What follows belongs to an exercise in optimizing a design on an open flow for small area, a short achievable clock period and few clock cycles; a production flow would make more cautious choices. Where RTL was checked, it was by simulation tests only, not by an equivalence proof against the original. For runs 1 to 3, only the layout was checked, not whether the RTL still works. No driver is modelled on the clock port, so clocking that relies on it looks cheaper here than on a real chip. Power is estimated from default activity; no workload was simulated.

===== flow/config.mk =====
export PLATFORM = sky130hd
export DESIGN_NAME = crc16mb
export DESIGN_NICKNAME = crc16mb
export VERILOG_FILES = /design/flow/design.v
export SDC_FILE = /design/flow/constraint.sdc
export NUM_CORES = 8
export LEC_CHECK = 0
export CAP_MARGIN = 60
export CORE_MARGIN = 2
export CORE_UTILIZATION = 70
export CTS_CLUSTER_DIAMETER = 80
export CTS_CLUSTER_SIZE = 25
export PLACE_DENSITY = 0.8
export SLEW_MARGIN = 60

===== flow/constraint.sdc =====
create_clock -name core_clock -period 13.0 [get_ports {clk}]
set_input_delay 2.6000 -clock core_clock [delete_from_list [all_inputs] [get_ports {clk}]]
set_output_delay 2.6000 -clock core_clock [all_outputs]
set_load 0.01 [all_outputs]

===== flow/design.v =====
module crc16_step (
    input  wire [15:0] c,
    input  wire [7:0]  b,
    output reg  [15:0] r
);
    integer j;
    always @(*) begin
        r = c ^ {8'h00, b};
        for (j = 0; j < 8; j = j + 1)
            r = r[0] ? ((r >> 1) ^ 16'hA001) : (r >> 1);
    end
endmodule
module crc16mb (
    input  wire        clk,
    input  wire        rst,         
    input  wire        swap_en,     
    input  wire        zp_guard,    
    input  wire        cmd_valid,
    output wire        cmd_ready,
    input  wire [11:0] cmd,
    output reg         rsp_valid,
    output reg  [3:0]  rsp_st,
    output reg  [31:0] rsp_dout
);
    localparam [3:0] ST_OK       = 4'd0,
                     ST_CRCMIS   = 4'd1,
                     ST_BADVAL   = 4'd2,
                     ST_SHORT    = 4'd3,
                     ST_NOTVAL   = 4'd4,
                     ST_OVF      = 4'd5,
                     ST_NORD     = 4'd6,
                     ST_ILLEGAL  = 4'd7;
    localparam [3:0] OP_CRC_INIT = 4'h1,
                     OP_CRC_UPD  = 4'h2,
                     OP_CRC_FIN  = 4'h3,
                     OP_TBL      = 4'h4,
                     OP_QRY      = 4'h5,
                     OP_FRM_CLR  = 4'h6,
                     OP_FRM_PUSH = 4'h7,
                     OP_FRM_SFX  = 4'h8,
                     OP_FRM_VAL  = 4'h9,
                     OP_FRM_DEC  = 4'hA,
                     OP_RD       = 4'hB;
    reg [15:0] crc;
    reg [15:0] crcout;
    reg [8:0]  len;
    reg        l_zero, l_ge2, l_lt13, l_ge25, l_lt32, l_le254, l_full;
    reg        crcok, rvalid, ovf, divz;
    reg [15:0] rcrc;               
    reg [7:0]  lb1, lb0;           
    reg [15:0] f_v, f_f, f_pf, f_al;
    reg [31:0] f_i, f_p, f_e;      
    reg        swq, zpq;
    reg        rst_q;              
    reg        vq;                 
    reg [11:0] cq;
    reg        ready_r;
    reg [1:0]  sph;                
    reg        dec_pend;           
    assign cmd_ready = ready_r;
    wire [3:0] op  = cq[11:8];
    wire [7:0] arg = cq[7:0];
    reg  d_init, d_upd, d_fin, d_tbl, d_qry, d_clr, d_push, d_sfx, d_val, d_dec;
    reg  d_rd0, d_rd1, d_rd2, d_rd3, d_rdf;    
    reg  a_z;                                  
    reg  a_h;                                  
    reg  a_q;                                  
    reg  [3:0]         gk;         
    reg  [3:0]         gdi, gdp;   
    reg  [21:0]        gms, gmc;   
    reg  [3:0]         gdp2;       
    reg  [21:0]        ga1;        
    reg  [15:0]        gsum;       
    reg                gate_q;     
    reg                gcy;        
    wire               gdone = (gk == 4'd11);
    wire [3:0]  i_dig = f_i[{gk[2:0], 2'b00} +: 4];
    wire [3:0]  p_dig = f_p[{gk[2:0], 2'b00} +: 4];
    wire [12:0] g_lo = (gdp == 4'd0) ? 13'd0 :
                         (gdp == 4'd1) ? 13'd500 :
                         (gdp == 4'd2) ? 13'd1000 :
                         (gdp == 4'd3) ? 13'd1500 :
                         (gdp == 4'd4) ? 13'd2000 :
                         (gdp == 4'd5) ? 13'd2500 :
                         (gdp == 4'd6) ? 13'd3000 :
                         (gdp == 4'd7) ? 13'd3500 :
                         (gdp == 4'd8) ? 13'd4000 :
                         (gdp == 4'd9) ? 13'd4500 :
                         (gdp == 4'd10) ? 13'd5000 :
                         (gdp == 4'd11) ? 13'd5500 :
                         (gdp == 4'd12) ? 13'd6000 :
                         (gdp == 4'd13) ? 13'd6500 :
                         (gdp == 4'd14) ? 13'd7000 : 13'd7500;
    wire [13:0] g_k  = (gdp2 == 4'd0) ? 14'd0 :
                         (gdp2 == 4'd1) ? 14'd1000 :
                         (gdp2 == 4'd2) ? 14'd2000 :
                         (gdp2 == 4'd3) ? 14'd3000 :
                         (gdp2 == 4'd4) ? 14'd4000 :
                         (gdp2 == 4'd5) ? 14'd5000 :
                         (gdp2 == 4'd6) ? 14'd6000 :
                         (gdp2 == 4'd7) ? 14'd7000 :
                         (gdp2 == 4'd8) ? 14'd8000 :
                         (gdp2 == 4'd9) ? 14'd9000 :
                         (gdp2 == 4'd10) ? 14'd10000 :
                         (gdp2 == 4'd11) ? 14'd11000 :
                         (gdp2 == 4'd12) ? 14'd12000 :
                         (gdp2 == 4'd13) ? 14'd13000 :
                         (gdp2 == 4'd14) ? 14'd14000 : 14'd15000;
    wire [21:0] mr0 = {6'd0, f_v & {16{gdi[0]}}};
    wire [21:0] mr1 = {5'd0, f_v & {16{gdi[1]}}, 1'b0};
    wire [21:0] mr2 = {4'd0, f_v & {16{gdi[2]}}, 2'b0};
    wire [21:0] mr3 = {3'd0, f_v & {16{gdi[3]}}, 3'b0};
    wire [21:0] mlo = ~{9'd0, g_lo};
    wire [21:0] m1s = mr0 ^ mr1 ^ mr2;
    wire [21:0] m1c = {(mr0 & mr1) | (mr0 & mr2) | (mr1 & mr2), 1'b0};
    wire [21:0] m2s = m1s ^ m1c ^ mr3;
    wire [21:0] m2c = {(m1s & m1c) | (m1s & mr3) | (m1c & mr3), 1'b1};
    wire [21:0] m3s = m2s ^ m2c ^ mlo;
    wire [21:0] m3c = {(m2s & m2c) | (m2s & mlo) | (m2c & mlo), 1'b0};
    wire [21:0] ga1_in = {{4{ga1[21]}}, ga1[21:4]};
    wire [21:0] a1s = ga1_in ^ gms ^ gmc;
    wire [21:0] a1c = {(ga1_in & gms) | (ga1_in & gmc) | (gms & gmc), 1'b0};
    wire [21:0] ga1_d  = a1s + a1c;
    wire [22:0] gdiff  = {{7{gsum[15]}}, gsum} - {ga1[21], ga1};    
    wire [15:0] gsum_d = {{4{gsum[15]}}, gsum[15:4]} + {2'b00, g_k} - {15'd0, gcy};
    wire        gate_ok = gate_q;
    wire        p_zero  = (f_p == 32'd0);
    wire        gclr = rst_q || l_lt13;
    always @(posedge clk) begin
        if (gclr)
            gk <= 4'd0;
        else if (!gdone)
            gk <= gk + 4'd1;
        if (gclr || gk[3]) begin
            gdi <= 4'd0;
            gdp <= 4'd0;
        end else begin
            gdi <= i_dig;
            gdp <= p_dig;
        end
        gms  <= m3s;
        gmc  <= m3c;
        gdp2 <= gdp;
        if (gclr) begin
            ga1  <= 22'd0;
            gsum <= 16'd0;
            gcy  <= 1'b0;
        end else begin
            ga1  <= ga1_d;
            gsum <= gsum_d;
            gcy  <= gsum_d[3:0] < ga1_d[3:0];
        end
        gate_q <= !ga1[21] && !gdiff[22];
    end
    wire [15:0] upd_val;                    
    crc16_step u_upd (.c(d_tbl ? 16'h0000 : crc), .b(arg), .r(upd_val));
    wire [15:0] buf_step;                   
    crc16_step u_buf (.c(rcrc), .b(lb1), .r(buf_step));
    wire is_push  = vq && d_push;
    wire is_sfx   = vq && d_sfx && a_z;
    wire is_dec   = vq && d_dec && a_z;
    wire len_full = l_full;
    wire len_ge2  = l_ge2;
    wire sfx_ok   = !ovf && l_le254;
    wire sfx_go   = is_sfx && sfx_ok;       
    wire dec_need = crcok && l_ge25 && !p_zero;
    wire dec_new_wait = is_dec && dec_need && !gdone;
    wire dec_exec = (is_dec && !dec_new_wait) || (dec_pend && gdone);
    wire       push_wr = is_push && !len_full;
    wire       sfx_wr  = sph[1];            
    wire       wr      = push_wr || sfx_wr;
    wire [7:0] wbyte   = !sph[1] ? arg : (sph[0] ? lb0 : lb1);
    wire       wlow  = wr && l_lt32;
    wire [4:0] wpos  = len[4:0];
    always @(posedge clk) begin
        if (wlow) begin
            case (wpos)
                5'd3:  f_v[15:8]  <= wbyte;
                5'd4:  f_v[7:0]   <= wbyte;
                5'd17: f_f[15:8]  <= wbyte;
                5'd18: f_f[7:0]   <= wbyte;
                5'd19: f_pf[15:8] <= wbyte;
                5'd20: f_pf[7:0]  <= wbyte;
                5'd21: f_al[15:8] <= wbyte;
                5'd22: f_al[7:0]  <= wbyte;
                default: ;
            endcase
            if (wpos == (swq ? 5'd7 : 5'd5))   f_i[31:24] <= wbyte;
            if (wpos == (swq ? 5'd8 : 5'd6))   f_i[23:16] <= wbyte;
            if (wpos == (swq ? 5'd5 : 5'd7))   f_i[15:8]  <= wbyte;
            if (wpos == (swq ? 5'd6 : 5'd8))   f_i[7:0]   <= wbyte;
            if (wpos == (swq ? 5'd11 : 5'd9))  f_p[31:24] <= wbyte;
            if (wpos == (swq ? 5'd12 : 5'd10)) f_p[23:16] <= wbyte;
            if (wpos == (swq ? 5'd9 : 5'd11))  f_p[15:8]  <= wbyte;
            if (wpos == (swq ? 5'd10 : 5'd12)) f_p[7:0]   <= wbyte;
            if (wpos == (swq ? 5'd15 : 5'd13)) f_e[31:24] <= wbyte;
            if (wpos == (swq ? 5'd16 : 5'd14)) f_e[23:16] <= wbyte;
            if (wpos == (swq ? 5'd13 : 5'd15)) f_e[15:8]  <= wbyte;
            if (wpos == (swq ? 5'd14 : 5'd16)) f_e[7:0]   <= wbyte;
        end
    end
    reg [7:0] qry_byte;
    always @(*) begin
        case (arg[2:0])
            3'd0: qry_byte = 8'h01;
            3'd1: qry_byte = 8'h04;
            3'd2: qry_byte = 8'h00;
            3'd3: qry_byte = 8'h00;
            3'd4: qry_byte = 8'h00;
            3'd5: qry_byte = 8'h0A;
            3'd6: qry_byte = 8'h70;
            default: qry_byte = 8'h0D;
        endcase
    end
    reg [31:0] fld_val;                     
    always @(*) begin
        case (arg[3:0])
            4'd4:    fld_val = {16'd0, f_v};
            4'd5:    fld_val = f_i;
            4'd6:    fld_val = f_p;
            4'd7:    fld_val = f_e;
            4'd8:    fld_val = {16'd0, f_f};
            4'd9:    fld_val = {16'd0, f_pf};
            default: fld_val = {16'd0, f_al};
        endcase
    end
    wire o_init = vq && d_init && a_z, o_upd = vq && d_upd, o_fin = vq && d_fin && a_z;
    wire o_tbl  = vq && d_tbl, o_qry = vq && d_qry && a_q, o_clr = vq && d_clr && a_z;
    wire o_val  = vq && d_val && a_z;
    wire o_rd0  = vq && d_rd0 && a_h, o_rd1 = vq && d_rd1 && a_h;
    wire o_rd2  = vq && d_rd2 && a_h, o_rd3 = vq && d_rd3 && a_h;
    wire o_rdf  = vq && d_rdf && a_h;
    wire legal  = o_init || o_upd || o_fin || o_tbl || o_qry || o_clr || o_val || is_push ||
                  is_sfx || is_dec || o_rd0 || o_rd1 || o_rd2 || o_rd3 || o_rdf;
    wire val_ok = !ovf && len_ge2;
    wire val_go = o_val && val_ok;
    wire val_eq = lb1 == rcrc[7:0] && lb0 == rcrc[15:8];
    wire sph1   = sph == 2'd1;
    wire sph3   = sph == 2'd3;
    wire [15:0] crc_sw  = {crc[7:0], crc[15:8]};
    wire [15:0] rcrc_sw = {rcrc[7:0], rcrc[15:8]};
    wire [15:0] sfx_c   = l_zero ? rcrc : buf_step;    
    wire [15:0] sfx_csw = {sfx_c[7:0], sfx_c[15:8]};
    wire [15:0] crc_d    = o_init ? 16'hFFFF : o_upd ? upd_val : sph1 ? sfx_c :
                           val_go ? rcrc : crc;
    wire [15:0] crcout_d = o_fin ? crc_sw : sph1 ? sfx_csw : val_go ? rcrc_sw : crcout;
    wire [8:0]  len_d    = o_clr ? 9'd0 : wr ? len + 9'd1 : len;
    wire sel_crc = o_init || o_upd || o_rd0;
    wire sel_cro = o_fin || val_go || sph3 || o_rd1;
    wire sel_len = is_push || o_rd2;
    wire sel_flg = o_rd3;
    wire sel_fld = o_rdf && rvalid;
    wire [31:0] dout_d = ({32{sel_crc}} & {16'd0, crc_d}) |
                         ({32{sel_cro}} & {16'd0, crcout_d}) |
                         ({32{sel_len}} & {23'd0, len_d}) |
                         ({32{o_tbl}}   & {16'd0, upd_val}) |
                         ({32{o_qry}}   & {24'd0, qry_byte}) |
                         ({32{sel_flg}} & {28'd0, divz, ovf, rvalid, crcok}) |
                         ({32{sel_fld}} & fld_val);
    reg [3:0] st_d;
    always @(*) begin
        st_d = ST_OK;
        if (vq && !legal)
            st_d = ST_ILLEGAL;
        else if ((is_push && len_full) || (is_sfx && !sfx_ok) || (o_val && ovf))
            st_d = ST_OVF;
        else if (o_val && !len_ge2)
            st_d = ST_SHORT;
        else if (o_val && !val_eq)
            st_d = ST_CRCMIS;
        else if (o_rdf && !rvalid)
            st_d = ST_NORD;
        else if (dec_exec) begin
            if (!crcok)
                st_d = ST_NOTVAL;
            else if (!l_ge25)
                st_d = ST_SHORT;
            else if (p_zero ? !zpq : !gate_ok)
                st_d = ST_BADVAL;
        end
    end
    wire        accept  = cmd_valid && ready_r;
    wire [3:0]  cmd_op  = cmd[11:8];
    always @(posedge clk) begin
        if (rst) begin
            vq        <= 1'b0;
            ready_r   <= 1'b1;
            sph       <= 2'd0;
            dec_pend  <= 1'b0;
            rsp_valid <= 1'b0;
        end else begin
            vq <= accept;
            ready_r <= !((accept && cmd_op == OP_FRM_SFX) ||
                         (accept && cmd_op == OP_FRM_DEC && !gdone) ||
                         sfx_go || sph1 ||
                         dec_new_wait || (dec_pend && !gdone));
            rsp_valid <= (vq && !sfx_go && !dec_new_wait) || sph3 || (dec_pend && gdone);
            if (sfx_go)
                sph <= 2'd1;
            else if (sph != 2'd0)
                sph <= sph + 2'd1;
            if (dec_exec)
                dec_pend <= 1'b0;
            else if (dec_new_wait)
                dec_pend <= 1'b1;
        end
    end
    always @(posedge clk) begin
        rst_q    <= rst;
        d_init <= cmd_op == OP_CRC_INIT;
        d_upd  <= cmd_op == OP_CRC_UPD;
        d_fin  <= cmd_op == OP_CRC_FIN;
        d_tbl  <= cmd_op == OP_TBL;
        d_qry  <= cmd_op == OP_QRY;
        d_clr  <= cmd_op == OP_FRM_CLR;
        d_push <= cmd_op == OP_FRM_PUSH;
        d_sfx  <= cmd_op == OP_FRM_SFX;
        d_val  <= cmd_op == OP_FRM_VAL;
        d_dec  <= cmd_op == OP_FRM_DEC;
        d_rd0  <= cmd_op == OP_RD && cmd[3:0] == 4'd0;
        d_rd1  <= cmd_op == OP_RD && cmd[3:0] == 4'd1;
        d_rd2  <= cmd_op == OP_RD && cmd[3:0] == 4'd2;
        d_rd3  <= cmd_op == OP_RD && cmd[3:0] == 4'd3;
        d_rdf  <= cmd_op == OP_RD && cmd[3:2] != 2'b00 && cmd[3:0] <= 4'd10;
        a_z    <= cmd[7:0] == 8'd0;
        a_h    <= cmd[7:4] == 4'd0;
        a_q    <= cmd[7:3] == 5'd0;
        swq      <= swap_en;
        zpq      <= zp_guard;
        cq       <= cmd;
        rsp_st   <= st_d;
        rsp_dout <= dout_d;
        crc    <= crc_d;
        crcout <= crcout_d;
        len    <= len_d;
        l_zero  <= len_d == 9'd0;
        l_ge2   <= len_d >= 9'd2;
        l_lt13  <= len_d < 9'd13;
        l_ge25  <= len_d >= 9'd25;
        l_lt32  <= len_d < 9'd32;
        l_le254 <= len_d <= 9'd254;
        l_full  <= len_d[8];
        if (sfx_go) begin
            if (len_ge2)
                rcrc <= buf_step;
            lb1 <= lb0;
        end
        if (sph1) begin
            rcrc <= sfx_c;
            lb1  <= sfx_c[7:0];
            lb0  <= sfx_c[15:8];
        end
        if (o_clr) begin
            rcrc   <= 16'hFFFF;
            crcok  <= 1'b0;
            rvalid <= 1'b0;
            ovf    <= 1'b0;
        end
        if (is_push) begin
            crcok  <= 1'b0;
            rvalid <= 1'b0;
            if (len_full) begin
                ovf <= 1'b1;
            end else begin
                if (len_ge2)
                    rcrc <= buf_step;
                lb1 <= lb0;
                lb0 <= arg;
            end
        end
        if (is_sfx) begin
            crcok  <= 1'b0;
            rvalid <= 1'b0;
            if (!sfx_ok)
                ovf <= 1'b1;
        end
        if (o_val)
            crcok <= val_go && val_eq;
        if (dec_exec) begin
            divz   <= crcok && l_ge25 && p_zero && !zpq;
            rvalid <= crcok && l_ge25 && (p_zero ? zpq : gate_ok);
        end
        if (rst_q) begin
            crc    <= 16'hFFFF;
            crcout <= 16'hFFFF;
            len    <= 9'd0;
            {l_zero, l_ge2, l_lt13, l_ge25, l_lt32, l_le254, l_full} <= 7'b1010110;
            rcrc   <= 16'hFFFF;
            crcok  <= 1'b0;
            rvalid <= 1'b0;
            ovf    <= 1'b0;
            divz   <= 1'b0;
        end
    end
endmodule

===== flow/flow/run.sh =====
#!/bin/bash
# Layout flow: the standard flow (standard.sh), with the standard
# synthesis run unchanged. The only difference: in every step after
# synthesis the slow delay cells (clkdlybuf4s*, dlygate*, dlymetal*) and the
# weakest buffers (buf_1, clkbuf_1) are added to the platform's don't-use
# list, so that port buffers and the buffers repair inserts are ordinary,
# stronger buffers; and before CTS, flow/size_outputs.tcl gives the
# output ports' buffers and the flip-flops driving them a stronger drive. Each step's full output goes to a log file of its own
# in this folder.
set -euo pipefail
bash standard.sh synth > synth.log 2>&1
# the platform's own don't-use list, as ORFS reads it
DU=$(make -s -C "$FLOW_HOME" DESIGN_CONFIG="$PWD/config.mk" WORK_HOME="$PWD/orfs" print-DONT_USE_CELLS 2>/dev/null | sed -n 's/^DONT_USE_CELLS: //p' || true)
if [[ -z "$DU" ]]; then
  DU="sky130_fd_sc_hd__probe_p_8 sky130_fd_sc_hd__probec_p_8 sky130_fd_sc_hd__lpflow_bleeder_1 sky130_fd_sc_hd__lpflow_clkbufkapwr_1 sky130_fd_sc_hd__lpflow_clkbufkapwr_16 sky130_fd_sc_hd__lpflow_clkbufkapwr_2 sky130_fd_sc_hd__lpflow_clkbufkapwr_4 sky130_fd_sc_hd__lpflow_clkbufkapwr_8 sky130_fd_sc_hd__lpflow_clkinvkapwr_1 sky130_fd_sc_hd__lpflow_clkinvkapwr_16 sky130_fd_sc_hd__lpflow_clkinvkapwr_2 sky130_fd_sc_hd__lpflow_clkinvkapwr_4 sky130_fd_sc_hd__lpflow_clkinvkapwr_8 sky130_fd_sc_hd__lpflow_decapkapwr_12 sky130_fd_sc_hd__lpflow_decapkapwr_3 sky130_fd_sc_hd__lpflow_decapkapwr_4 sky130_fd_sc_hd__lpflow_decapkapwr_6 sky130_fd_sc_hd__lpflow_decapkapwr_8 sky130_fd_sc_hd__lpflow_inputiso0n_1 sky130_fd_sc_hd__lpflow_inputiso0p_1 sky130_fd_sc_hd__lpflow_inputiso1n_1 sky130_fd_sc_hd__lpflow_inputiso1p_1 sky130_fd_sc_hd__lpflow_inputisolatch_1 sky130_fd_sc_hd__lpflow_isobufsrc_1 sky130_fd_sc_hd__lpflow_isobufsrc_16 sky130_fd_sc_hd__lpflow_isobufsrc_2 sky130_fd_sc_hd__lpflow_isobufsrc_4 sky130_fd_sc_hd__lpflow_isobufsrc_8 sky130_fd_sc_hd__lpflow_isobufsrckapwr_16 sky130_fd_sc_hd__lpflow_lsbuf_lh_hl_isowell_tap_1 sky130_fd_sc_hd__lpflow_lsbuf_lh_hl_isowell_tap_2 sky130_fd_sc_hd__lpflow_lsbuf_lh_hl_isowell_tap_4 sky130_fd_sc_hd__lpflow_lsbuf_lh_isowell_4 sky130_fd_sc_hd__lpflow_lsbuf_lh_isowell_tap_1 sky130_fd_sc_hd__lpflow_lsbuf_lh_isowell_tap_2 sky130_fd_sc_hd__lpflow_lsbuf_lh_isowell_tap_4"
fi
for c in clkdlybuf4s15_1 clkdlybuf4s15_2 clkdlybuf4s18_1 clkdlybuf4s18_2 clkdlybuf4s25_1 \
         clkdlybuf4s25_2 clkdlybuf4s50_1 clkdlybuf4s50_2 dlygate4sd1_1 dlygate4sd2_1 \
         dlygate4sd3_1 dlymetal6s2s_1 dlymetal6s4s_1 dlymetal6s6s_1 buf_1 clkbuf_1; do
  DU="$DU sky130_fd_sc_hd__$c"
done
echo "DONT_USE_CELLS=$DU" > dont_use.log
bash standard.sh "DONT_USE_CELLS=$DU" floorplan > floorplan.log 2>&1
bash standard.sh "DONT_USE_CELLS=$DU" place > place.log 2>&1
bash standard.sh "DONT_USE_CELLS=$DU" "PRE_CTS_TCL=$PWD/flow/size_outputs.tcl" cts > cts.log 2>&1
bash standard.sh "DONT_USE_CELLS=$DU" route > route.log 2>&1
bash standard.sh "DONT_USE_CELLS=$DU" finish > finish.log 2>&1

===== flow/flow/size_outputs.tcl =====
# Run before CTS (PRE_CTS_TCL): give the paths to the output ports stronger
# cells. Each output port's buffer becomes buf_4 and the flip-flop driving
# that buffer gets the strongest drive of its own cell type. Only drive
# strengths change; detailed placement after CTS legalizes the layout.
set changed 0
foreach port [get_ports -filter "direction == output"] {
  set net [get_nets [get_full_name $port]]
  foreach pin [get_pins -of_objects $net -filter "direction == output"] {
    set buf [get_cells -of_objects $pin]
    set bref [get_property $buf ref_name]
    if {[regexp {^sky130_fd_sc_hd__(buf|clkbuf|clkdlybuf4s[0-9]+)_[0-9]+$} $bref]} {
      replace_cell $buf sky130_fd_sc_hd__buf_4
      incr changed
      set in [get_pins -of_objects $buf -filter "direction == input"]
      foreach dpin [get_pins -of_objects [get_nets -of_objects $in] -filter "direction == output"] {
        set ff [get_cells -of_objects $dpin]
        set fref [get_property $ff ref_name]
        if {[regexp {^(sky130_fd_sc_hd__dfxtp)_[0-9]+$} $fref -> base]} {
          replace_cell $ff ${base}_4
          incr changed
        }
      }
    }
  }
}
puts "size_outputs: resized $changed cells"

===== flow/standard.sh =====
#!/bin/bash
# synth_recipe.tcl (not shown) runs the flow's synth.tcl, then flattens the netlist and writes it again
# the make line also repeats each setting of config.mk as NAME=value (left out here)
make -C /OpenROAD-flow-scripts/flow DESIGN_CONFIG=/design/flow/config.mk WORK_HOME=/design/flow/orfs CLKGATE_MAP_FILE= SYNTH_SCRIPT=/design/flow/synth_recipe.tcl "${@:-finish}"

==> results of run 1 <==
-- logic make-up (layout without fill, tap and decap cells) --
kind of cell	count (synthesis)	in the layout
adder cells (fa/ha/maj)	154	154
XOR/XNOR	94	94
buffers and inverters	249	276
AND/OR/NAND/NOR	565	565
AO/OA/AOI/OAI	443	443
other	1	2
multiplexers	78	78
flip-flops	406	406
-- cell type report --
cell class | instances | area (um2)
inverter | 147 | 551.8
clock inverter | 6 | 55.05
antenna | 1 | 2.502
tap | 390 | 488.0
timing repair buffer | 91 | 585.6
clock buffer | 32 | 618.1
multi-input combinational | 1335 | 10140
sequential | 406 | 9874
fill | 1985 | 7089
-- sequential cells by signal (all words and copies together), names as in the netlist, 8 cells and up --
signal    count
f_al         16
gms          19
f_p          32
rsp_dout     32
cq            8
rcrc         16
crcout       16
lb1           8
f_i          32
lb0           8
f_v          16
ga1          22
len           9
f_pf         16
f_f          16
gmc          18
crc          16
f_e          32
gsum         16
-- report_power, final --
part           switching [uW]  internal (uW)  total (uW)
registers                 109           1390        1500
clock network             418            341         759
logic                     384            345         729
-- cell usage after synthesis (32+ instances only) --
master / n
dfxtp_1: 246
edfxtp_1: 160
nor2_1: 158
inv_1: 147
nand2_1: 137
a21oi_1: 100
ha_1: 94
clkbuf_1: 84
o21ai_0: 83
and2_1: 67
a22oi_1: 62
fa_1: 60
xnor2_1: 53
nand2b_1: 48
mux2i_1: 39
a31oi_1: 37
nor3_1: 36
xor2_1: 33
a21o_1: 32
-- per-layer routing --
layer,wire length (um),global-route usage,up-vias
met5,0,0,-
met4,2279,0.1381,0
met3,5272,0.05965,139
met2,25740,0.5876,913
met1,21130,0.4638,7531
li1,-,-,7096
-- per-stage QoR --
stage	worst slack [ns]	instance area, um2
final	9.323	22310
after global routing	9.316	22310
after CTS	9.311	22260
after detailed placement	9.241	21360
after global placement	9.286	21270
after floorplan	9.513	20740
-- path summary, 6_finish.rpt --
kind | startpoint | end | slack, ns | cells past startpoint
max | rsp_dout[15] | rsp_dout[15] | 9.32 | 1
min | gdp[1] | gdp2[1] | 0.51 | 0
max reg2reg | gms[2] | ga1[20] | 9.70 | 10
min reg2reg | gdp[1] | gdp2[1] | 0.51 | 0
==> reports/metrics.yaml, run 1 <==
synth_top_area_frac: 0.2375
leakage_uw: 0.008866
dr.pass1.iters: 9
synthCells: 1990
drt-total-wl_um: 54420
hold_ws_ns: 0.5073
setup_tns_ns: 0
post-cts-setup-buffers: 0
synth-seq-area-share: 0.4691
synthArstFlopShare: 0
syn-cell-area_mm2: 0.02074
slew_violations: 0
layout_common_cells: "dfxtp_1, edfxtp_1, nor2_1"
post_synth_num_cell_types: 80
viasPerCell: 6.511
insertion_delay_ns: 0.56
synth-edff-count: 160
cp_max_fo: 1
fin_crit_ns: 3.677
synthFlopType: "dfxtp_1"
numCtsBuffers: 21
postCtsHoldBufs: 0
grt_pass1_vias: 15480
grt_pass1_wl_um: 84480
synth_simple_gate_area_share: 0.1338
ys_warn_count: 2
power_uw: 2983
slew_headroom: 0.6095
timing_hold_violations_final: 0
power_density_mw_per_mm2: 133.7
synth_area_leaders: "dfxtp_1, edfxtp_1, fa_1"
cp_slowest_stage_delay_ns: 0.38
layout-drive-gt1-share: 0.1284
die_w_um: 176.1
initial_core_util: 0.7053
die-area_mm2: 0.03102
area_delta_synth_final_pct: 7.590
postSynthAreaPerCell_um2: 10.42
irDropWorstVdd_mv: 0.1693
maxCapViolCount: 0
rsz0062_at_grt: "no"
drcViolationCount: 0
worstSetupStartpointType: "flip-flop"
worstMarginPinSlew_ns: 0.5809
min_path_type: "flip-flop to flip-flop"
place_congestion: 0.9708
portBuffers: 53
core_mm2: 0.02940
dpl.hpwl_um: 39060
finalNonFillerCells: 2408
layout_commonest_cell: "dfxtp_1"
drt-initial-drc-count: 2382
yosysTopAreaCell: "dfxtp_1"
crit_buf_inv: 1
synth_xor_area_frac: 0.04434
yosys.area_share.adder: 0.1146
cp.required_ns: 10.40
ios: 55
utilization: 0.7589
path_clk_slew_ns: 0.10
fin_skew_ns: 0.02511
ys_ff_latch: 406
clock_sinks: 406
crit_type: "flip-flop to output pin"
synth-compound-area-share: 0.1433
cts_tree: "yes"
grt_max_degree: 46
post_cts_resized: 0
worstPathArrival_ns: 1.08
grt-ovfl-total: 0
setup_viol: 0
fp-row-count: 63
fmaxAchievable_mhz: 271.9
placed_cells: 2368
cp_top_family: "flip-flops"
grt_antenna_before_repair: 2
critPathCaptureType: "output pin"
vias: 15680
fp.dieH_um: 176.1
synthMuxAreaShare: 0.04869
status: "complete, no violations"
ant_nets: 0
crit_path_cell_trace: "buf_4"
critPathSlowestCell: "dfxtp_4"
finalCritPeriodShare: 0.2829
synth_top_family_by_area: "compound AO/OA/AOI/OAI gates"
groute.usage.overall: 0.3526
wire_per_inst_um: 22.60
synth.net_count: 2161
nets: 2173
==> run 2, diff against run 1 <==
--- a/flow/config.mk
+++ b/flow/config.mk
@@ -8,7 +8,7 @@
 export CAP_MARGIN = 60
 export CORE_MARGIN = 2
-export CORE_UTILIZATION = 70
+export CORE_UTILIZATION = 50
 export CTS_CLUSTER_DIAMETER = 80
 export CTS_CLUSTER_SIZE = 25
-export PLACE_DENSITY = 0.8
+export PLACE_DENSITY = 0.6
 export SLEW_MARGIN = 60
==> reports/metrics.yaml, run 2 <==
dr.pass1.iters: 8
slew_violations: 0
synth_xor_area_frac: 0.04434
layout-drive-gt1-share: 0.1320
area_delta_synth_final_pct: 9.056
n_antenna_cell: 0
synth_top_family_by_area: "compound AO/OA/AOI/OAI gates"
dpl.hpwl_um: 41640
grt_pass1_wl_um: 87350
slew_headroom: 0.6083
maxCapViolCount: 0
syn-cell-area_mm2: 0.02074
synthMuxAreaShare: 0.04869
rsz0062_at_grt: "no"
power_density_mw_per_mm2: 134.5
synth.most_common_cell: "dfxtp_1"
irDropWorstVdd_mv: 0.1112
postSynthAreaPerCell_um2: 10.42
setup_tns_ns: 0
cp.required_ns: 10.40
power_uw: 3043
yosys.area_share.adder: 0.1146
numCtsBuffers: 23
setup_viol: 0
ys_ff_latch: 406
grt_pass1_vias: 14990
finalNonFillerCells: 2554
synth_simple_gate_area_share: 0.1338
portBuffers: 53
cts_tree: "yes"
synth-seq-area-share: 0.4691
ys_warn_count: 2
crit_type: "flip-flop to output pin"
postCtsHoldBufs: 0
drcViolationCount: 0
synthCells: 1990
ios: 55
cp_top_family: "flip-flops"
fin_skew_ns: 0.02870
synth.net_count: 2161
utilization: 0.5526
initial_core_util: 0.5068
fp-row-count: 74
synthFlopType: "dfxtp_1"
layout_commonest_cell: "dfxtp_1"
worstPathArrival_ns: 1.10
synth-edff-count: 160
groute.usage.overall: 0.2600
fp.dieH_um: 207.7
grt_antenna_before_repair: 0
synth_common_cells: "dfxtp_1, edfxtp_1, nor2_1"
fin_crit_ns: 3.704
wire_per_inst_um: 22.30
drt-total-wl_um: 56960
layout_common_cells: "dfxtp_1, edfxtp_1, nor2_1"
critPathCaptureType: "output pin"
viasPerCell: 5.926
die-area_mm2: 0.04312
grt_max_degree: 41
drt-initial-drc-count: 1436
post-cts-setup-buffers: 0
synthArstFlopShare: 0
fillers: 3584
cp_slowest_stage_delay_ns: 0.38
ant_nets: 0
nets: 2176
path_clk_slew_ns: 0.10
synth-compound-area-share: 0.1433
grt-ovfl-total: 0
worstMarginPinSlew_ns: 0.5862
post_synth_num_cell_types: 80
place_congestion: 0.8796
timing_hold_violations_final: 0
status: "complete, no violations"
leakage_uw: 0.008908
worstSetupStartpointType: "flip-flop"
die_w_um: 207.7
synth_top_area_frac: 0.2375
post_cts_resized: 0
min_path_type: "flip-flop to flip-flop"
cp_max_fo: 1
fmaxAchievable_mhz: 270.0
placed_cells: 2512
core_mm2: 0.04092
crit_buf_inv: 1
crit_path_cell_trace: "buf_4"
critPathSlowestCell: "dfxtp_4"
synth_area_leaders: "dfxtp_1, edfxtp_1, fa_1"
clock_sinks: 406
finalCritPeriodShare: 0.2849
vias: 15140
insertion_delay_ns: 0.59
yosysTopAreaCell: "dfxtp_1"
[run 2: cell types whose count changed in the layout (fill, tap and decap cells not counted), sizes merged]
cell      before  now
clkinv         0    3
clkinvlp       0    1
diode          1    0
inv          153  154
[run 2: layout make-up]
cell class | instances | area, um2 | area share
flip-flops and latches | 406 | 9878 | 0.4368
repair buffers | 92 | 595.6 | 0.02633
clock inverters | 11 | 135.1 | 0.005975
clock buffers | 31 | 641.9 | 0.02838
multi-input cells | 1335 | 10150 | 0.4487
well taps | 532 | 665.6 | 0.02943
inverters | 147 | 551.8 | 0.02440
[run 2: per-layer routing]
layer	wire (um)	GRT usage	up-vias	share of wire
li1	-	-	7097	-
met2	27280	0.4403	505	0.48
met3	3798	0.03888	76	0.067
met1	24400	0.3498	7458	0.43
met5	0	0	-	0
met4	1474	0.06921	0	0.026
[run 2: path summary, 6_finish.rpt]
check | from | to | slack [ns] | cells after the start
setup / recovery | rsp_dout[9] | rsp_dout[9] | 9.30 | 1
hold / removal | gdp[0] | gdp2[0] | 0.48 | 0
setup reg to reg | gms[2] | ga1[20] | 9.76 | 10
hold reg to reg | gdp[0] | gdp2[0] | 0.48 | 0
[run 2: per-stage QoR]
step	setup WS, ns	hold WS (ns)	cell area, um2
after global routing	9.268	0.4916	22620
after global placement	9.276	0.4737	21450
after detailed placement	9.253	0.4660	21590
after CTS	9.275	0.4849	22600
after floorplan	9.513	0.3290	20740
final	9.296	0.4797	22620
[run 2: power breakdown]
group	switching (uW)	internal (uW)	total (uW)
combinational	382	343	725
clock	467	371	838
sequential	94.7	1390	1480
[run 2: logic make-up after synthesis]
family,count (synthesis)
buf+inv,249
other cells,1
xor+xnor,94
simple gates,565
fa+ha+maj,154
compound gates,443
mux,78
flops,406
[run 2: worst reg2reg max path: cells and delay by family, from the launching register on]
family	cells	cell delay [ns]
flip-flops	1	0.33
AO/OA/AOI/OAI	7	1.79
adder cells (fa/ha/maj)	2	0.83
AND/OR/NAND/NOR	1	0.21
==> run 3, diff against run 2 <==
--- a/flow/config.mk
+++ b/flow/config.mk
@@ -6,9 +6,9 @@
 export NUM_CORES = 8
 export LEC_CHECK = 0
-export CAP_MARGIN = 60
+export CAP_MARGIN = 20
 export CORE_MARGIN = 2
-export CORE_UTILIZATION = 50
+export CORE_UTILIZATION = 60
 export CTS_CLUSTER_DIAMETER = 80
 export CTS_CLUSTER_SIZE = 25
-export PLACE_DENSITY = 0.6
-export SLEW_MARGIN = 60
+export PLACE_DENSITY = 0.7
+export SLEW_MARGIN = 20
==> reports/metrics.yaml, run 3 <==
setup_viol: 0
clock_sinks: 406
synth_area_leaders: "dfxtp_1, edfxtp_1, fa_1"
drcViolationCount: 0
fin_crit_ns: 3.713
status: "complete, no violations"
timing_hold_violations_final: 0
ys_warn_count: 2
r2r-end: "rsp_dout[4]"
path_clk_slew_ns: 0.10
grt_pass1_wl_um: 84120
setup_tns_ns: 0
viasPerCell: 6.219
ios: 55
cp_top_family: "flip-flops"
drt-initial-drc-count: 1616
worstPathArrival_ns: 1.11
worstMarginPinSlew_ns: 1.121
postCtsHoldBufs: 0
post_cts_resized: 0
worstSetupStartpointType: "flip-flop"
insertion_delay_ns: 0.58
crit_buf_inv: 1
synth.most_common_cell: "dfxtp_1"
fmaxAchievable_mhz: 269.3
finalCritPeriodShare: 0.2856
grt_antenna_before_repair: 1
portBuffers: 53
post-cts-setup-buffers: 0
cp_max_fo: 1
synthCells: 1990
rsz0062_at_grt: "no"
irDropWorstVdd_mv: 0.1576
synth_common_cells: "dfxtp_1, edfxtp_1, nor2_1"
initial_core_util: 0.6048
min_from: "ready_r"
hold-path-cell-count: 2
synth-edff-count: 160
groute.usage.overall: 0.3012
rr_startpoint: "sph[0]"
synth-seq-area-share: 0.4691
synthFlopType: "dfxtp_1"
postSynthAreaPerCell_um2: 10.42
grt_pass1_vias: 15010
crit_type: "flip-flop to output pin"
reg2regPathDepth: 7
crit_path_cell_trace: "buf_4"
numCtsBuffers: 23
yosysTopAreaCell: "dfxtp_1"
vias: 15370
cp_slowest_stage_delay_ns: 0.38
area_delta_synth_final_pct: 7.807
layout-drive-gt1-share: 0.1171
leakage_uw: 0.008829
maxCapViolCount: 0
utilization: 0.6521
critPathSlowestCell: "dfxtp_4"
fp-row-count: 68
ys_ff_latch: 406
wire_per_inst_um: 21.86
fillers: 2699
cts_tree: "yes"
layout_commonest_cell: "dfxtp_1"
grt_max_degree: 44
post_synth_num_cell_types: 80
min_to: "vq"
cp.required_ns: 10.40
nets: 2170
ff2ff_setup_slack_ns: 9.30
synth.net_count: 2161
die_w_um: 189.9
synth_top_area_frac: 0.2375
place_congestion: 0.9030
slew_violations: 0
dr.pass1.iters: 6
die-area_mm2: 0.03607
dpl.hpwl_um: 39670
n_antenna_cell: 0
syn-cell-area_mm2: 0.02074
min_path_type: "flip-flop to flip-flop"
layout_common_cells: "dfxtp_1, edfxtp_1, nor2_1"
ant_nets: 0
slew_headroom: 0.2508
power_density_mw_per_mm2: 135.6
grt-ovfl-total: 0
fin_skew_ns: 0.04493
synthArstFlopShare: 0
critPathCaptureType: "output pin"
core_mm2: 0.03429
drt-total-wl_um: 54010
fp.dieH_um: 189.9
==> run 3: kinds of logic (layout without fill, tap and decap cells) <==
logic type	count (synthesis)	count (layout)	share of synthesized area
and+or+nand+nor	565	565	0.1338
AOI/OAI and AO/OA	443	443	0.1433
DFF	406	406	0.4691
buffers and inverters	249	275	0.04591
adders and majority gates	154	154	0.1146
xor gates and xnor gates	94	94	0.04434
muxes	78	78	0.04869
other	1	1	0.0001808
==> run 3: worst max path at each step <==
stage	cells past startpoint	from	endpoint
after floorplan	4	cmd[10]	d_rd2
after global placement	6	cmd[10]	d_rd1
after detailed placement	5	cmd[10]	d_rd2
after CTS	1	rsp_dout[6]	rsp_dout[6]
after global routing	9	sph[1]	rsp_dout[4]
final	1	rsp_dout[6]	rsp_dout[6]
==> run 3: where the power goes <==
group / switching (uW) / internal (uW) / total (uW)
Combinational: 387 / 343 / 730
Clock: 454 / 369 / 823
Sequential: 91.8 / 1390 / 1480
==> run 3: cell type report <==
| class | count | area (um2) | area share |
|---|---|---|---|
| clock buffer | 29 | 620.6 | 0.02776 |
| clock inverter | 13 | 147.6 | 0.006604 |
| inverter | 147 | 551.8 | 0.02468 |
| multi-input combinational | 1335 | 10080 | 0.4507 |
| sequential | 406 | 9869 | 0.4414 |
| tap | 455 | 569.3 | 0.02546 |
| timing repair buffer | 86 | 523.0 | 0.02339 |
==> run 3: layer usage <==
layer	vias to the layer above	wire length (um)	share of wire	global-route usage
li1	7085	-	-	-
met1	7478	22250	0.41	0.4110
met2	692	25540	0.47	0.5001
met3	112	4365	0.081	0.03985
met4	0	1851	0.034	0.09958
met5	-	0	0	0
==> run 3: stage by stage <==
stage	hold slack (ns)	std cells	setup WS [ns]	instance area, um2	power, uW
2_1_floorplan	0.3290	1990	9.513	20740	2052
5_1_grt	0.5083	2471	9.070	22360	3145
3_5_place_dp	0.4394	2429	9.188	21340	2219
4_1_cts	0.4846	2471	9.290	22340	3027
6_report	0.4892	2471	9.287	22360	3031
3_3_place_gp	0.4439	2429	9.254	21340	2207
==> run 4, diff against run 3 <==
--- a/flow/design.v
+++ b/flow/design.v
@@ -45,5 +45,11 @@
     reg [15:0] crcout;
     reg [8:0]  len;
-    reg        l_zero, l_ge2, l_lt13, l_ge25, l_lt32, l_le254, l_full;
+    wire       l_zero  = len == 9'd0;
+    wire       l_ge2   = len >= 9'd2;
+    wire       l_lt13  = len < 9'd13;
+    wire       l_ge25  = len >= 9'd25;
+    wire       l_lt32  = len < 9'd32;
+    wire       l_le254 = len <= 9'd254;
+    wire       l_full  = len[8];
     reg        crcok, rvalid, ovf, divz;
     reg [15:0] rcrc;               
@@ -62,7 +68,6 @@
     wire [7:0] arg = cq[7:0];
     reg  d_init, d_upd, d_fin, d_tbl, d_qry, d_clr, d_push, d_sfx, d_val, d_dec;
-    reg  d_rd0, d_rd1, d_rd2, d_rd3, d_rdf;    
+    reg  d_rd;                                 
     reg  a_z;                                  
-    reg  a_h;                                  
     reg  a_q;                                  
     reg  [3:0]         gk;         
@@ -228,7 +233,8 @@
     wire o_tbl  = vq && d_tbl, o_qry = vq && d_qry && a_q, o_clr = vq && d_clr && a_z;
     wire o_val  = vq && d_val && a_z;
-    wire o_rd0  = vq && d_rd0 && a_h, o_rd1 = vq && d_rd1 && a_h;
-    wire o_rd2  = vq && d_rd2 && a_h, o_rd3 = vq && d_rd3 && a_h;
-    wire o_rdf  = vq && d_rdf && a_h;
+    wire o_rd   = vq && d_rd;
+    wire o_rd0  = o_rd && arg[3:0] == 4'd0, o_rd1 = o_rd && arg[3:0] == 4'd1;
+    wire o_rd2  = o_rd && arg[3:0] == 4'd2, o_rd3 = o_rd && arg[3:0] == 4'd3;
+    wire o_rdf  = o_rd && arg[3:2] != 2'b00;
     wire legal  = o_init || o_upd || o_fin || o_tbl || o_qry || o_clr || o_val || is_push ||
                   is_sfx || is_dec || o_rd0 || o_rd1 || o_rd2 || o_rd3 || o_rdf;
@@ -318,11 +324,6 @@
         d_val  <= cmd_op == OP_FRM_VAL;
         d_dec  <= cmd_op == OP_FRM_DEC;
-        d_rd0  <= cmd_op == OP_RD && cmd[3:0] == 4'd0;
-        d_rd1  <= cmd_op == OP_RD && cmd[3:0] == 4'd1;
-        d_rd2  <= cmd_op == OP_RD && cmd[3:0] == 4'd2;
-        d_rd3  <= cmd_op == OP_RD && cmd[3:0] == 4'd3;
-        d_rdf  <= cmd_op == OP_RD && cmd[3:2] != 2'b00 && cmd[3:0] <= 4'd10;
+        d_rd   <= cmd_op == OP_RD && cmd[7:4] == 4'd0 && cmd[3:0] <= 4'd10;
         a_z    <= cmd[7:0] == 8'd0;
-        a_h    <= cmd[7:4] == 4'd0;
         a_q    <= cmd[7:3] == 5'd0;
         swq      <= swap_en;
@@ -334,11 +335,4 @@
         crcout <= crcout_d;
         len    <= len_d;
-        l_zero  <= len_d == 9'd0;
-        l_ge2   <= len_d >= 9'd2;
-        l_lt13  <= len_d < 9'd13;
-        l_ge25  <= len_d >= 9'd25;
-        l_lt32  <= len_d < 9'd32;
-        l_le254 <= len_d <= 9'd254;
-        l_full  <= len_d[8];
         if (sfx_go) begin
             if (len_ge2)
@@ -385,5 +379,4 @@
             crcout <= 16'hFFFF;
             len    <= 9'd0;
-            {l_zero, l_ge2, l_lt13, l_ge25, l_lt32, l_le254, l_full} <= 7'b1010110;
             rcrc   <= 16'hFFFF;
             crcok  <= 1'b0;
--- a/flow/config.mk
+++ b/flow/config.mk
@@ -6,9 +6,9 @@
 export NUM_CORES = 8
 export LEC_CHECK = 0
-export CAP_MARGIN = 20
+export CAP_MARGIN = 60
 export CORE_MARGIN = 2
-export CORE_UTILIZATION = 60
+export CORE_UTILIZATION = 70
 export CTS_CLUSTER_DIAMETER = 80
 export CTS_CLUSTER_SIZE = 25
-export PLACE_DENSITY = 0.7
-export SLEW_MARGIN = 20
+export PLACE_DENSITY = 0.8
+export SLEW_MARGIN = 60
==> reports/metrics.yaml, run 4 <==
grt_pass1_vias: 15320
synthCells: 1960
cts_tree: "yes"
synth.net_count: 2131
swShare: 0.2971
place_congestion: 0.9556
power_density_mw_per_mm2: 129.9
fp.dieH_um: 174.0
grt-ovfl-total: 0
synth_top_area_frac: 0.2374
drt-initial-drc-count: 2175
synthFlopType: "dfxtp_1"
maxCapViolCount: 0
synthArstFlopShare: 0
core_mm2: 0.02863
fin_skew_ns: 0.01975
layout_commonest_cell: "dfxtp_1"
synth-edff-count: 160
synth_xor_area_frac: 0.04457
power_switching_uw: 843.6
nets: 2147
placed_cells: 2338
fin_crit_ns: 3.667
cp_top_family: "flip-flops"
ff_latch_area_mm2: 0.009661
groute.usage.overall: 0.3567
ys_warn_count: 2
clkPwrFrac: 0.260
fp-row-count: 62
synth-compound-area-share: 0.1412
layout-drive-gt1-share: 0.1207
hold_ws_ns: 0.5153
numCtsBuffers: 20
cp.required_ns: 10.40
post-cts-setup-buffers: 0
ys_ff_latch: 395
synthMuxAreaShare: 0.03901
finalCritPeriodShare: 0.2821
viasPerCell: 6.531
leakage_uw: 0.008403
rsz0062_at_grt: "no"
grt_max_degree: 48
n_antenna_cell: 0
slew_headroom: 0.5997
crit_buf_inv: 1
worstSetupStartpointType: "flip-flop"
post_cts_resized: 0
fillers: 1924
die-area_mm2: 0.03029
post_synth_num_cell_types: 70
ant_nets: 0
irDropWorstVdd_mv: 0.1731
postSynthAreaPerCell_um2: 10.33
vias: 15500
drt-total-wl_um: 53980
synth_top_family_by_area: "simple AND/OR/NAND/NOR gates"
crit_type: "flip-flop to output pin"
area_delta_synth_final_pct: 8.042
synth_simple_gate_area_share: 0.1441
ios: 55
grt_antenna_before_repair: 0
synth_area_leaders: "edfxtp_1, dfxtp_1, fa_1"
min_path_type: "flip-flop to flip-flop"
syn-cell-area_mm2: 0.02024
portBuffers: 53
postCtsHoldBufs: 0
yosys.area_share.adder: 0.1175
cp_max_fo: 1
multi_input_area_mm2: 0.009987
initial_core_util: 0.7071
worstPathArrival_ns: 1.07
layout_common_cells: "dfxtp_1, edfxtp_1, nor2_1"
crit_path_cell_trace: "buf_4"
fmaxAchievable_mhz: 272.7
die_w_um: 174.0
insertion_delay_ns: 0.56
setup_tns_ns: 0
grt_pass1_wl_um: 84640
setup_viol: 0
synth-seq-area-share: 0.4698
wire_per_inst_um: 22.75
critPathSlowestCell: "dfxtp_4"
intPower_uw: 1996
path_clk_slew_ns: 0.11
critPathCaptureType: "output pin"
power.share.combinational: 0.227
dr.pass1.iters: 9
yosysTopAreaCell: "edfxtp_1"
timing_hold_violations_final: 0
synth_common_cells: "dfxtp_1, nor2_1, edfxtp_1"
slew_violations: 0
cp_slowest_stage_delay_ns: 0.37
worstMarginPinSlew_ns: 0.5985
dpl.hpwl_um: 38260
status: "complete, no violations"
clock_sinks: 395
finalNonFillerCells: 2373
drcViolationCount: 0
pwr-share-seq: 0.513
synth.most_common_cell: "dfxtp_1"
## run 4: cell types whose count changed in the layout (fill, tap and decap cells not counted), sizes merged, moves of 12 or more
cell,previous run,this run
nor3,36,57
mux2,23,7
a21o,32,17
a22oi,62,47
nand3,14,29
a222oi,16,28
nand2,137,125
## run 4: routing by layer
| layer | vias up | track usage | part of all wire |
|---|---|---|---|
| li1 | 7004 | - | - |
| met3 | 172 | 0.07065 | 0.10 |
| met1 | 7468 | 0.4725 | 0.38 |
| met2 | 854 | 0.5842 | 0.47 |
| met4 | 0 | 0.1383 | 0.043 |
| met5 | - | 0 | 0 |
## run 4: power groups by stage
stage	registers, uW	clock network (uW)	logic (uW)
2_1_floorplan	1440	0	505
3_3_place_gp	1480	0	608
3_5_place_dp	1480	0	622
4_1_cts	1450	742	631
5_1_grt	1460	783	701
6_report	1460	738	646
## run 4: cells by family after synthesis
kind of cell,after synthesis
flip-flops,395
multiplexers,58
XOR/XNOR,92
buffers and inverters,230
AND/OR/NAND/NOR,597
adder cells (fa/ha/maj),154
AO/OA/AOI/OAI,433
other,1
## run 4: final timing paths
check / startpoint / slack [ns] / to / cells after the start
setup reg to reg: len[0] / 9.64 / rsp_dout[7] / 10
hold / removal: ready_r / 0.52 / vq / 2
setup / recovery: rsp_dout[14] / 9.33 / rsp_dout[14] / 1
hold reg to reg: ready_r / 0.52 / vq / 2
## run 4: layout make-up
cell class	instances	area share
multi-input combinational	1335	0.4567
sequential	395	0.4418
clock buffer	30	0.02769
timing repair buffer	83	0.02563
inverter	141	0.02420
tap	384	0.02197
clock inverter	5	0.002060
## run 4: through the flow
stage	utilization	power [uW]	cell area, um2	setup WS [ns]
global placement	0.7262	2086	20790	9.249
finish	0.7640	2840	21870	9.333
detailed placement	0.7318	2105	20950	9.140
floorplan	-	1946	20240	9.442
global route	0.7640	2945	21870	9.323
CTS	0.7626	2823	21830	9.336
Testbench counts of run 4, summed over its fixed seeds: cycles 8,464.
==> run 5, diff against run 4 <==
--- a/flow/config.mk
+++ b/flow/config.mk
@@ -6,5 +6,5 @@
 export NUM_CORES = 8
 export LEC_CHECK = 0
-export CAP_MARGIN = 60
+export CAP_MARGIN = 20
 export CORE_MARGIN = 2
 export CORE_UTILIZATION = 70
@@ -12,3 +12,3 @@
 export CTS_CLUSTER_SIZE = 25
 export PLACE_DENSITY = 0.8
-export SLEW_MARGIN = 60
+export SLEW_MARGIN = 20
==> reports/metrics.yaml, run 5 <==
status: "complete, no violations"
slew_headroom: 0.2715
area_delta_synth_final_pct: 6.985
cp.required_ns: 10.40
die_w_um: 174.0
fin_crit_ns: 3.673
worstPathArrival_ns: 1.07
critPathCaptureType: "output pin"
portBuffers: 53
postCtsHoldBufs: 0
die-area_mm2: 0.03029
synth.net_count: 2131
crit_path_cell_trace: "buf_4"
crit_buf_inv: 1
synth_top_area_frac: 0.2374
ant_nets: 0
slew_violations: 0
groute.usage.overall: 0.3527
vias: 15460
layout_commonest_cell: "dfxtp_1"
place_congestion: 0.9556
path_clk_slew_ns: 0.11
synth_common_cells: "dfxtp_1, nor2_1, edfxtp_1"
synth.most_common_cell: "dfxtp_1"
critPathSlowestCell: "dfxtp_4"
timing_hold_violations_final: 0
grt_max_degree: 48
finalCritPeriodShare: 0.2825
placed_cells: 2335
min_path_type: "flip-flop to flip-flop"
fp-row-count: 62
drt-initial-drc-count: 2206
ys_ff_latch: 395
dpl.hpwl_um: 38020
power_density_mw_per_mm2: 130.0
fin_skew_ns: 0.03791
yosysTopAreaCell: "edfxtp_1"
grt_antenna_before_repair: 0
synth-edff-count: 160
grt_pass1_wl_um: 83580
setup_tns_ns: 0
worstMarginPinSlew_ns: 1.093
synthFlopType: "dfxtp_1"
nets: 2144
layout-drive-gt1-share: 0.1012
wire_per_inst_um: 22.55
rsz0062_at_grt: "no"
finalNonFillerCells: 2371
dr.pass1.iters: 6
postSynthAreaPerCell_um2: 10.33
initial_core_util: 0.7071
grt-ovfl-total: 0
hold_ws_ns: 0.5041
setup_viol: 0
fmaxAchievable_mhz: 272.3
core_mm2: 0.02863
crit_type: "flip-flop to output pin"
power_uw: 2816
synthArstFlopShare: 0
synthCells: 1960
fp.dieH_um: 174.0
post_synth_num_cell_types: 70
syn-cell-area_mm2: 0.02024
synth_area_leaders: "edfxtp_1, dfxtp_1, fa_1"
clock_sinks: 395
leakage_uw: 0.008318
irDropWorstVdd_mv: 0.1281
insertion_delay_ns: 0.56
drt-total-wl_um: 53460
cp_max_fo: 1
n_antenna_cell: 0
post_cts_resized: 0
viasPerCell: 6.522
layout_common_cells: "dfxtp_1, nor2_1, edfxtp_1"
drcViolationCount: 0
ios: 55
synth-seq-area-share: 0.4698
cts_tree: "yes"
worstSetupStartpointType: "flip-flop"
cp_slowest_stage_delay_ns: 0.37
utilization: 0.7565
cp_top_family: "flip-flops"
post-cts-setup-buffers: 0
numCtsBuffers: 20
ys_warn_count: 2
maxCapViolCount: 0
grt_pass1_vias: 15280
[run 5: cell types whose count changed in the layout (fill, tap and decap cells not counted), moves of 6 or more]
cell,delta
buf_2,+7
dfxtp_1,+10
nor2_2,-9
buf_4,-6
dfxtp_2,-10
nor2_1,+10
[run 5: report_power, final]
| group | internal (uW) | switching, uW |
|---|---|---|
| Combinational | 304 | 335 |
| Clock | 325 | 400 |
| Sequential | 1360 | 96.3 |
[run 5: area by class of cell]
cell class	count	area (um2)
Clock buffer	30	593.1
Fill cell	1963	6970
Multi-Input combinational cell	1335	9868
Sequential cell	395	9648
Timing Repair Buffer	80	493.0
Tap cell	384	480.5
Clock inverter	6	42.54
Inverter	141	529.3
[run 5: cell families (layout without fill, tap and decap cells)]
kind of cell,after synthesis,count (layout),synth area share
and+or+nand+nor,597,597,0.1441
buffers and inverters,230,257,0.04364
DFF,395,395,0.4698
AOI/OAI and AO/OA,433,433,0.1413
muxes,58,58,0.03901
adders and majority gates,154,154,0.1175
other,1,1,0.0001853
xor gates and xnor gates,92,92,0.04457
[run 5: path summary, 6_finish.rpt]
check                   start          end  slack [ns]  cells after the start
setup / recovery  rsp_dout[0]  rsp_dout[0]        9.33                      1
hold / removal         gdp[1]      gdp2[1]        0.50                      0
setup reg to reg       ga1[5]      ga1[21]        9.45                     12
hold reg to reg        gdp[1]      gdp2[1]        0.50                      0
[run 5: metrics by stage]
step / area (um2) / worst slack (ns)
floorplan: 20240 / 9.442
global route: 21650 / 9.229
global placement: 20790 / 9.249
detailed placement: 20790 / 9.134
CTS: 21650 / 9.325
finish: 21650 / 9.327
[run 5: metal layers]
layer,up-vias,GRT usage,part of all wire
met5,-,0,0
met4,0,0.1341,0.039
met3,138,0.06605,0.11
met2,917,0.5785,0.47
met1,7402,0.4702,0.38
li1,7006,-,-

## re-timing with driven ports
How much do the figures lean on ideal ports? The routed layouts below were timed once more, with nothing changed but the port constraints. Step 1, drivers: a clkbuf_16 drives clk and a buf_2 each remaining input, both assumed. Step 2 adds t to the input delays and takes it off the output delays; t is the mean of the earliest and latest rising clock arrival at the registers after step 1. Input paths then give back, and output paths get back, about the clock's delay inside the block. a / b / c = no drivers / after step 1 / after step 2; a / b = the first two.
| run | t, ns | setup WS [ns] | hold WS [ns] | worst data-port slew with drivers (ns) | pins driven straight from the clock port |
|---|---|---|---|---|---|
| run 1 | 0.598 | 9.323 / 9.270 / 9.228 | 0.507 / 0.507 / 0.507 | 0.03 | 1 |
| run 2 | 0.631 | 9.296 / 9.238 / 9.247 | 0.480 / 0.480 / 0.480 | 0.03 | 1 |
| run 3 | 0.613 | 9.287 / 9.234 / 9.195 | 0.489 / 0.489 / 0.489 | 0.03 | 1 |
| run 4 | 0.600 | 9.333 / 9.280 / 9.127 | 0.515 / 0.515 / 0.515 | 0.03 | 1 |
| run 5 | 0.595 | 9.327 / 9.272 / 9.041 | 0.504 / 0.504 / 0.504 | 0.03 | 1 |
After both steps every run listed still meets setup and hold. The setup slack of run 5, which loses most, moves by -0.055 ns with the drivers and by -0.286 ns with both steps.
